This is an optimization exercise on Yosys and OpenROAD, whose aim is small area, a short achievable clock period and few clock cycles, not a production implementation.
Only simulation tests tie the RTL to the original design; equivalence was not proved.
Power and IR drop assume default switching activity.

== the baseline ==
## tmc_decoder
module tmc_decoder (
    input  wire         clk,
    input  wire         rst,
    input  wire         in_valid,
    output wire         in_ready,
    input  wire [1:0]   in_op,        
    input  wire         in_clk,
    input  wire         in_dat,
    input  wire         in_stb,
    input  wire         cfg_clk_present,
    input  wire         cfg_dat_present,
    input  wire         cfg_stb_present,
    input  wire [31:0]  cfg_samplerate,
    input  wire [1:0]   cfg_radix,
    output wire         out_valid,
    input  wire         out_ready,
    output reg  [3:0]   out_kind,
    output reg  [15:0]  out_ss,
    output reg  [15:0]  out_es,
    output reg  [7:0]   out_val,
    output reg  [3:0]   out_nbits,
    output reg  [263:0] out_blist,    
    output reg  [47:0]  out_rate,
    output wire [1:0]   status_err,
    output wire [1:0]   out_radix
);
export LEC_CHECK = 0
export CAP_MARGIN = 20
export CORE_MARGIN = 2
export CORE_UTILIZATION = 65
export SETUP_SLACK_MARGIN = 4.6
export SLEW_MARGIN = 20
create_clock -name core_clock -period 8.0 [get_ports {clk}]
standard.sh (not shown) runs the stock make flow with config.mk's settings and CLKGATE_MAP_FILE= SYNTH_SCRIPT=/design/flow/synth_recipe.tcl, a recipe that flattens the netlist after the stock synthesis.
==> flow/flow/run.sh <==
#!/bin/bash
export BUFFER_PORTS_ARGS="-buffer_cell sky130_fd_sc_hd__buf_1"
export CTS_ARGS="-sink_clustering_enable -repair_clock_nets -dont_use_dummy_load -sink_clustering_size 20 -sink_clustering_max_diameter 80 -buf_list {sky130_fd_sc_hd__clkbuf_8 sky130_fd_sc_hd__clkbuf_16}"
bash standard.sh > standard.log 2>&1
Testbench counts of the baseline, summed over its fixed seeds: cycles 70,746.
What the candidate does differently from the baseline at the input level:
# the baseline
export LEC_CHECK = 0
export CAP_MARGIN = 20
export CORE_MARGIN = 2
export CORE_UTILIZATION = 65
export SETUP_SLACK_MARGIN = 4.6
export SLEW_MARGIN = 20
create_clock -name core_clock -period 8.0 [get_ports {clk}]
# the candidate
export LEC_CHECK = 0
export CAP_MARGIN = 20
export CORE_MARGIN = 2
export CORE_UTILIZATION = 65
export SETUP_SLACK_MARGIN = 4.8
export SLEW_MARGIN = 20
create_clock -name core_clock -period 8.0 [get_ports {clk}]
==> run summary <==
Delta (the candidate minus the baseline): design area climbed about 2.7%, portion of the layout cell area used by non-clock buffers climbed 1.6 points, maximum net fanout on the critical path dropped 74, sum of met2 wire segment lengths after detailed routing climbed 310 µm. Run comparison: the baseline kind of critical path input port to flop; the candidate kind of critical path flop to output port. The candidate against the baseline: sum of routed wire length over all layers went up about 2.2%, global-route usage over all layers higher, horizontal extent of the die was more or less identical, combinational cell fraction of total power now sits higher, part of the total power dissipated in the clock network moved up.


Starting RTL as in the previous note.
export LEC_CHECK = 0
export CAP_MARGIN = 20
export CORE_MARGIN = 2
export CORE_UTILIZATION = 65
export SETUP_SLACK_MARGIN = 4.7
export SLEW_MARGIN = 20
create_clock -name core_clock -period 8.0 [get_ports {clk}]
Scripts as last shown in full above: flow/flow/run.sh
Testbench counts at the start, summed over its fixed seeds: cycles 70,746.
Then changed:
- SETUP_SLACK_MARGIN: 4.7 -> 4.5
Effect: The changed run finished with timing, DRC and antenna clean; synthesized area stays the same; worst hold slack improved by 7.7 ps; design area is lower by a few percent.


Setup of run C:
tmc_decoder, a different RTL version from the one above (not shown whole).
For scale: roughly 370 flip-flops, about 410 I/O pins, ~19000 sq um of cells after synthesis.
==> flow/design.v (excerpt) <==
module tmc_decoder (
    input  wire         clk,
    input  wire         rst,
    input  wire         in_valid,
    output wire         in_ready,
    input  wire [1:0]   in_op,        
    input  wire         in_clk,
    input  wire         in_dat,
    input  wire         in_stb,
    input  wire         cfg_clk_present,
    input  wire         cfg_dat_present,
    input  wire         cfg_stb_present,
    input  wire [31:0]  cfg_samplerate,
    input  wire [1:0]   cfg_radix,
    output wire         out_valid,
    input  wire         out_ready,
    output reg  [3:0]   out_kind,
    output reg  [15:0]  out_ss,
    output reg  [15:0]  out_es,
    output reg  [7:0]   out_val,
    output reg  [3:0]   out_nbits,
    output reg  [263:0] out_blist,    
    output reg  [47:0]  out_rate,
    output wire [1:0]   status_err,
    output wire [1:0]   out_radix
);
==> flow/config.mk <==
export PLATFORM = sky130hd
export DESIGN_NAME = tmc_decoder
export DESIGN_NICKNAME = tmc_decoder
export VERILOG_FILES = /design/flow/design.v
export SDC_FILE = /design/flow/constraint.sdc
export NUM_CORES = 4
export LEC_CHECK = 0
export CAP_MARGIN = 20
export CORE_MARGIN = 2
export CORE_UTILIZATION = 65
export SETUP_SLACK_MARGIN = 4.5
export SLEW_MARGIN = 20
==> flow/constraint.sdc <==
create_clock -name core_clock -period 8.0 [get_ports {clk}]
set_input_delay 1.6000 -clock core_clock [delete_from_list [all_inputs] [get_ports {clk}]]
set_output_delay 1.6000 -clock core_clock [all_outputs]
set_load 0.01 [all_outputs]
==> flow/flow/run.sh <==
#!/bin/bash
export BUFFER_PORTS_ARGS="-buffer_cell sky130_fd_sc_hd__buf_1"
export CTS_ARGS="-sink_clustering_enable -repair_clock_nets -dont_use_dummy_load -sink_clustering_size 24 -sink_clustering_max_diameter 80 -buf_list {sky130_fd_sc_hd__clkbuf_8 sky130_fd_sc_hd__clkbuf_16}"
bash standard.sh > standard.log 2>&1
Run C was carried through to the last stage, and its layout satisfied the timing, design-rule and antenna checks.
Testbench counts of run C, summed over its fixed seeds: cycles 70,566.
What run F does differently from run C at the input level:
==> flow/flow/run.sh <==
#!/bin/bash
export BUFFER_PORTS_ARGS="-buffer_cell sky130_fd_sc_hd__buf_1"
export CTS_ARGS="-sink_clustering_enable -repair_clock_nets -dont_use_dummy_load -sink_clustering_size 24 -sink_clustering_max_diameter 80 -buf_list {sky130_fd_sc_hd__clkbuf_16}"
bash standard.sh > standard.log 2>&1
==> comparison <==
Taking run C as the reference, in run F routed wire length closely matched the old numbers, number of filler instances in the final layout held steady, count of different cell masters after synthesis comparable, maximum frequency stayed essentially flat, non-clock buffer count ~0 delta. [compare] base=run C new=run F: weighted congestion at the end of routability-driven global placement comparable, net switching power figure comparable.

[afterwards: timing with drivers on the ports]
No port has a modelled driver above. Below, the same layouts with a new extraction and two added sets of constraints.
Step 1 sets driving cells, clkbuf_16 on the clock port and buf_2 on the other inputs (assumed; they add their load-dependent delay and slew).
Step 2, shift: input delay + t, output delay - t, t = (earliest + latest rising clock arrival at the registers) / 2. This alone moves slack from input paths to output paths.
Slacks: no drivers / after step 1 / after step 2; pairs: no drivers / after step 1.
run | shift t [ns] | slack for setup (ns) | worst register clock-pin slew, ns
the baseline | 0.576 | 4.582 / 4.558 / 4.008 | 0.09 / 0.09
the candidate | 0.575 | 4.599 / 4.545 / 4.326 | 0.09 / 0.09
the first run of note 2 | 0.585 | 4.649 / 4.593 / 4.171 | 0.09 / 0.09
the second run of note 2 | 0.577 | 4.548 / 4.499 / 3.972 | 0.09 / 0.09
run C | 0.567 | 4.555 / 4.502 / 4.030 | 0.09 / 0.09
run F | 0.567 | 4.555 / 4.502 / 4.030 | 0.09 / 0.09
After both steps every run listed still meets setup and hold. The setup slack of the second run of note 2, which loses most, moves by -0.049 ns with the drivers and by -0.576 ns with both steps.
